This design comes from an exercise in tuning for small area and a short achievable clock period on the open sky130 flow, not from production work.
Power is estimated from default activity; no workload was simulated.

==> v31 <==
==> flow/design.v (excerpt) <==
module r10k_sched (
    input  logic        clk,
    input  logic        rst,           
    input  logic [7:0]  n_insts,       
    output logic [7:0]  prog_addr,     
    input  logic [31:0] prog_data0,    
    input  logic [31:0] prog_data1,    
    output logic [1:0]  status,        
    output logic [15:0] cycle,
    output logic [1:0]  fetch_v,
    output logic [15:0] fetch_idx,
    output logic [1:0]  decode_v,
    output logic [15:0] decode_idx,
    output logic [1:0]  dispatch_v,
    output logic [15:0] dispatch_idx,
    output logic [1:0]  issue_v,
    output logic [15:0] issue_idx,
    output logic [1:0]  execute_v,
    output logic [15:0] execute_idx,
    output logic [1:0]  complete_v,
    output logic [15:0] complete_idx,
    output logic [1:0]  retire_v,
    output logic [15:0] retire_idx
);
clock: 11.0 ns
lec_check: 0
cap_margin: 20
core_margin: 2
core_utilization: 40
slew_margin: 20
run.sh (not shown) runs the stock make flow with config.mk's settings and CLKGATE_MAP_FILE= SYNTH_SCRIPT=/design/flow/synth_recipe.tcl, a recipe that flattens the netlist after the stock synthesis.
==> inputs of v9, as changes to v31 <==
--- a/flow/design.v
+++ b/flow/design.v
@@ -47,31 +47,29 @@
   wire run = (status_r == ST_RUN);
   wire [3:0] h0 = nr[3:0];
   wire [3:0] h1 = nr[3:0] + 4'd1;
   wire       ret0 = (rob_cnt != 5'd0) & rob_done[h0];
   wire       ret1 = ret0 & (rob_cnt[4:1] != 4'd0) & rob_done[h1];
-  wire [1:0] nret = {ret1, ret0 & ~ret1};
   wire [1:0] rel  = 2'(ret0 & rob_dv[h0]) + 2'(ret1 & rob_dv[h1]);
-  wire c0 = (cq_len != 2'd0) & ~cq_wait[0];
+  wire c0 = cq_len[0] & ~cq_wait[0];
   wire c1 = cq_len[1] & ~cq_wait[1];
-  wire k0 = (cq_len != 2'd0) & cq_wait[0];
+  wire k0 = cq_len[0] & cq_wait[0];
   wire k1 = cq_len[1] & cq_wait[1];
-  wire [1:0] klen = {k0 & k1, k0 ^ k1};
+  wire [1:0] klen = {k0 & k1, k0 | k1};
   function automatic logic woken(input logic [3:0] tag);
     woken = (c0 && tag == cq_slot[0]) || (c1 && tag == cq_slot[1]);
   endfunction
-  wire ex0 = (xq_len != 2'd0) & ~klen[1];
-  wire ex1 = xq_len[1] & (klen == 2'd0);
-  wire [1:0] nex = {ex1, ex0 & ~ex1};
+  wire ex0 = xq_len[0] & ~klen[1];
+  wire ex1 = xq_len[1] & ~klen[0];
   wire [3:0] ex_slot0 = rs_slot[xq_k[0]];
   wire [3:0] ex_slot1 = rs_slot[xq_k[1]];
   logic [3:0] freed;
   always_comb begin
     for (int q = 0; q < 4; q++)
       freed[q] = (ex0 && xq_k[0] == 2'(q)) || (ex1 && xq_k[1] == 2'(q));
   end
-  wire [1:0] xq_rem = xq_len - nex;
+  wire [1:0] xq_rem = ex1 ? 2'b00 : ex0 ? {1'b0, xq_len[1]} : xq_len;
   logic [3:0] w1_n, w2_n, rdy;
   always_comb begin
     for (int q = 0; q < 4; q++) begin
       w1_n[q] = rs_w1[q] & ~woken(rs_t1[q]);
       w2_n[q] = rs_w2[q] & ~woken(rs_t2[q]);
@@ -91,11 +89,11 @@
         end
       end
     end
   end
   wire iss0 = any0 & ~xq_rem[1];
-  wire iss1 = any1 & (xq_rem == 2'd0);
+  wire iss1 = any1 & ~xq_rem[0];
   logic [3:0] issued;
   always_comb begin
     for (int q = 0; q < 4; q++)
       issued[q] = (iss0 && sel0 == 2'(q)) || (iss1 && sel1 == 2'(q));
   end
@@ -123,13 +121,14 @@
                 ldB  ? (free[2] & ~ldA) : (free[3] & ~stA);
   wire rob_full_r = (rob_cnt == 5'd16) & ~ret0;
   wire rob_room2  = (rob_cnt <= 5'd14) | ret0;           
   wire flA_ok = ~dvA | (flc != 5'd0);
   wire flB_ok = ~dvB | ((flc != 5'd0) & ~(dvA & flc == 5'd1));
-  wire canA  = (dq_len != 2'd0) & ~rob_full_r & flA_ok;
+  wire canA  = dq_len[0] & ~rob_full_r & flA_ok;
   wire dispA = canA & foundA;
   wire dispB = canA & foundA & dq_len[1] & rob_room2 & foundB & flB_ok;
+  wire [7:0] nd1 = nd + 8'd1;
   wire [3:0] slotA = nd[3:0];
   wire [3:0] slotB = nd[3:0] + 4'd1;
   logic [15:0] mrdy;
   always_comb begin
     for (int r = 0; r < 16; r++) mrdy[r] = map_rdy[r] | woken(map_tag[r]);
@@ -143,51 +142,51 @@
   wire [3:0] tA1 = map_tag[s1A];
   wire [3:0] tA2 = map_tag[s2A];
   wire [3:0] tB1 = byB1 ? slotA : map_tag[s1B];
   wire [3:0] tB2 = byB2 ? slotA : map_tag[s2B];
   wire       more0 = (fp != n_insts);
-  wire       more1 = more0 & ((fp + 8'd1) != n_insts);
+  wire [7:0] fp1 = fp + 8'd1;
+  wire       more1 = more0 & (fp1 != n_insts);
   typedef struct packed {
     logic [1:0] m;         
     logic [1:0] nf;        
     logic [1:0] dq_n, fq_n;
   } fe_t;
   function automatic fe_t front(input logic [1:0] dq_after);
     fe_t r;
     logic [1:0] room, fq_after;
-    room = 2'd2 - dq_after;
-    r.m = (fq_len < room) ? fq_len : room;
-    fq_after = fq_len - r.m;
-    r.nf = (fq_after == 2'd0) ? (more1 ? 2'd2 : {1'b0, more0}) :
-           (fq_after == 2'd1) ? {1'b0, more0} : 2'd0;
-    r.dq_n = dq_after + r.m;
-    r.fq_n = fq_after + r.nf;
+    room = {~dq_after[0], ~dq_after[1]};
+    r.m = fq_len & room;
+    fq_after = {fq_len[1] & ~r.m[0], fq_len[1] ? ~r.m[1] : fq_len[0] & ~r.m[0]};
+    r.nf = {~fq_after[0], ~fq_after[1]} & {more1, more0};
+    r.dq_n = {dq_after[1] | (dq_after[0] & r.m[0]) | r.m[1], dq_after[0] | r.m[0]};
+    r.fq_n = {fq_after[1] | (fq_after[0] & r.nf[0]) | r.nf[1], fq_after[0] | r.nf[0]};
     front = r;
   endfunction
   fe_t fe_0, fe_1, fe_2, fe;
   assign fe_0 = front(dq_len);
-  assign fe_1 = front(dq_len - 2'd1);
-  assign fe_2 = front(dq_len - 2'd2);
+  assign fe_1 = front({1'b0, dq_len[1]});
+  assign fe_2 = front(2'b00);
   assign fe   = dispB ? fe_2 : dispA ? fe_1 : fe_0;
   wire [7:0] nr1 = nr + 8'd1;
   wire [7:0] nr2 = nr + 8'd2;
   wire done_n = ret1 ? (nr2 == n_insts) : ret0 ? (nr1 == n_insts) : (nr == n_insts);
   wire progress = ret0 | c0 | c1 | ex0 | (any0 & ~xq_len[1]) | (canA & foundA_pre) |
-                  ((fq_len != 2'd0) & ~dq_len[1]) | (more0 & ~fq_len[1]);
-  wire abort_n = ~progress & (cq_len == 2'd0);
+                  (fq_len[0] & ~dq_len[1]) | (more0 & ~fq_len[1]);
+  wire abort_n = ~progress & ~cq_len[0];
   always_ff @(posedge clk) begin
     if (rst) begin
       fp <= '0;
       cycle_r <= 16'd1;
       status_r <= ST_RUN;
       ev_v <= '0;
     end else if (run) begin
-      fp <= fp + 8'(fe.nf);
+      fp <= fe.nf[1] ? fp + 8'd2 : fe.nf[0] ? fp1 : fp;
       cycle_r <= (done_n | abort_n) ? cycle_r : cycle_r + 16'd1;
       status_r <= done_n ? ST_DONE : abort_n ? ST_ABORT : ST_RUN;
-      ev_v[0] <= fe.nf == 2'd2 ? 2'b11 : {1'b0, fe.nf[0]};
-      ev_v[1] <= fe.m  == 2'd2 ? 2'b11 : {1'b0, fe.m[0]};
+      ev_v[0] <= fe.nf;
+      ev_v[1] <= fe.m;
       ev_v[2] <= {dispB, dispA};
       ev_v[3] <= {iss1, iss0};
       ev_v[4] <= {ex1, ex0};
       ev_v[5] <= {c0 & c1, c0 | c1};
       ev_v[6] <= {ret1, ret0};
@@ -205,15 +204,15 @@
       map_rdy <= '1;
       rs_busy <= '0;
       xq_len <= '0;
       cq_len <= '0;
     end else begin
-      nd   <= nd + 8'({dispB, dispA & ~dispB});
+      nd   <= dispB ? nd + 8'd2 : dispA ? nd1 : nd;
       nr   <= ret1 ? nr2 : ret0 ? nr1 : nr;
       fq_len <= fe.fq_n;
       dq_len <= fe.dq_n;
-      rob_cnt <= rob_cnt - 5'(nret) + 5'(dispA) + 5'(dispB);
+      rob_cnt <= rob_cnt - 5'({ret1, ret0 & ~ret1}) + 5'(dispA) + 5'(dispB);
       flc  <= flc + 5'(rel) - 5'(dispA & dvA) - 5'(dispB & dvB);
       for (int s = 0; s < 16; s++) begin
         if ((dispA && slotA == 4'(s)) || (dispB && slotB == 4'(s)))
           rob_done[s] <= 1'b0;
         else
@@ -225,23 +224,23 @@
         else
           map_rdy[r] <= mrdy[r];
       end
       for (int q = 0; q < 4; q++)
         rs_busy[q] <= (rs_busy[q] & ~freed[q]) | (dispA & selA[q]) | (dispB & selB[q]);
-      xq_len <= xq_rem + {iss1, iss0 & ~iss1};
-      cq_len <= klen + nex;
+      xq_len <= {xq_rem[1] | (xq_rem[0] & iss0) | iss1, xq_rem[0] | iss0};
+      cq_len <= {klen[1] | (klen[0] & ex0) | ex1, klen[0] | ex0};
     end
   end
   function automatic logic [DECW-1:0] dec_word(input logic [31:0] w);
     dec_word = {w[1:0], w[2], w[11:8], w[3], w[19:16], w[4], w[27:24]};
   endfunction
-  wire [1:0] dq_after = dq_len - {dispB, dispA & ~dispB};
-  wire [1:0] fq_after = fq_len - fe.m;
+  wire [1:0] dq_after = dispB ? 2'b00 : dispA ? {1'b0, dq_len[1]} : dq_len;
+  wire [1:0] fq_after = {fq_len[1] & ~fe.m[0], fq_len[1] ? ~fe.m[1] : fq_len[0] & ~fe.m[0]};
   always_ff @(posedge clk) begin
-    dq[0] <= (dq_after != 2'd0) ? (dispA ? dq[1] : dq[0]) : fq[0];
+    dq[0] <= dq_after[0] ? (dispA ? dq[1] : dq[0]) : fq[0];
     dq[1] <= dq_after[1] ? dq[1] : (dq_after[0] ? fq[0] : fq[1]);
-    fq[0] <= (fq_after != 2'd0) ? (fe.m == 2'd0 ? fq[0] : fq[1]) : dec_word(prog_data0);
+    fq[0] <= fq_after[0] ? (fe.m[0] ? fq[1] : fq[0]) : dec_word(prog_data0);
     fq[1] <= fq_after[1] ? fq[1] : (fq_after[0] ? dec_word(prog_data0) : dec_word(prog_data1));
     for (int s = 0; s < 16; s++) begin
       if (dispA && slotA == 4'(s)) rob_dv[s] <= dvA;
       if (dispB && slotB == 4'(s)) rob_dv[s] <= dvB;
     end
@@ -264,11 +263,11 @@
         rs_w1[q] <= wB1;  rs_t1[q] <= tB1;
         rs_w2[q] <= wB2;  rs_t2[q] <= tB2;
         rs_slot[q] <= slotB;
       end
     end
-    xq_k[0] <= (xq_rem != 2'd0) ? (nex == 2'd0 ? xq_k[0] : xq_k[1]) : sel0;
+    xq_k[0] <= xq_rem[0] ? (ex0 ? xq_k[1] : xq_k[0]) : sel0;
     xq_k[1] <= xq_rem[1] ? xq_k[1] : (xq_rem[0] ? sel0 : sel1);
     if (k0) begin
       cq_slot[0] <= cq_slot[0];  cq_wait[0] <= 1'b0;
     end else if (k1) begin
       cq_slot[0] <= cq_slot[1];  cq_wait[0] <= 1'b0;
@@ -294,11 +293,10 @@
   function automatic logic [15:0] last_two(input logic [7:0] ptr, input logic two);
     logic [7:0] p1;
     p1 = ptr - 8'd1;
     last_two = {p1, two ? p1 - 8'd1 : p1};
   endfunction
-  wire [7:0] nd1 = nd + 8'd1;
   wire [7:0] dec0 = (dq_len[1] & ~ev_v[1][1]) ? nd1 : nd;
   wire [3:0] exe_slot0 = (cq_len[1] && ev_v[4] == 2'b01) ? cq_slot[1] : cq_slot[0];
   assign prog_addr = fp;
   assign status    = status_r;
   assign cycle     = cycle_r;
SETUP_SLACK_MARGIN = 5   (was unset)
==> notes.md <==
met2 wire len 35.38 mm; Sw Share roughly two fifths; routability cong. about 0.93; status complete, no violations; crit path from nd[1]; commonest non-fill, non-tap cells in the layout 246 x xnor2_1, 230 x nand2_1, 208 x edfxtp_1; cell area after layout about 29000 um^2; period utilization 62.61%; met2 Resource Use GR 38.74%; 1st-iter DRT viols 1793; worst path cell trace buf_4 -> inv_1 -> ha_1 -> clkinv_1 -> nor3_1 -> nand3_1 -> nor3_1 -> xor2_1 -> clkdlybuf4s50_1
(the above is from v31)
==> notes.md <==
setup TNS 0 ps; Sw Share 37.75%; Lkg Pwr 9.846 nW; worst path cell trace buf_6 -> clkinvlp_4 -> buf_4 -> ha_4 -> inv_1 -> nor3_1 -> nand3_1 -> nor3_1 -> xor2_1 -> clkdlybuf4s50_1; status complete, no violations; met2 Resource Use GR 41.68%; cell area after layout about 29000 um^2; ys async rst share 0%; 1st-iter DRT viols between 1500 and 2000; Buf+Inv Stages, Crit Path 5; Buffers, non-clock between 200 and 250; routability cong. 0.9244; met2 wire len roughly 38 mm; crit path from nr[1]; commonest non-fill, non-tap cells in the layout 235 x xnor2_1, 208 x edfxtp_1, 194 x clkdlybuf4s50_1; period utilization 52.61%
(the above is from v9)
No functional check of the RTL was part of any run of this note.

afterwards: timing with drivers on the ports:
No port has a modelled driver above. Below, the same layouts with a new extraction and two added sets of constraints. Step 1: set_driving_cell puts a clkbuf_16 on clk and a buf_2 on each other input, an assumption about the parent block. Step 2 also shifts input and output timing later by t, the mid clock arrival at the registers, as if the neighbouring blocks saw the same clock. a / b / c = no drivers / after step 1 / after step 2; a / b = the first two.
run | shift t [ns] | setup WS [ns] | latest minus earliest clock arrival (ns)
v31 | 0.643 | 4.113 / 4.047 / 4.436 | 0.026 / 0.027
v9 | 0.632 | 5.213 / 5.155 / 5.266 | 0.020 / 0.020
After both steps every run listed still meets setup and hold.
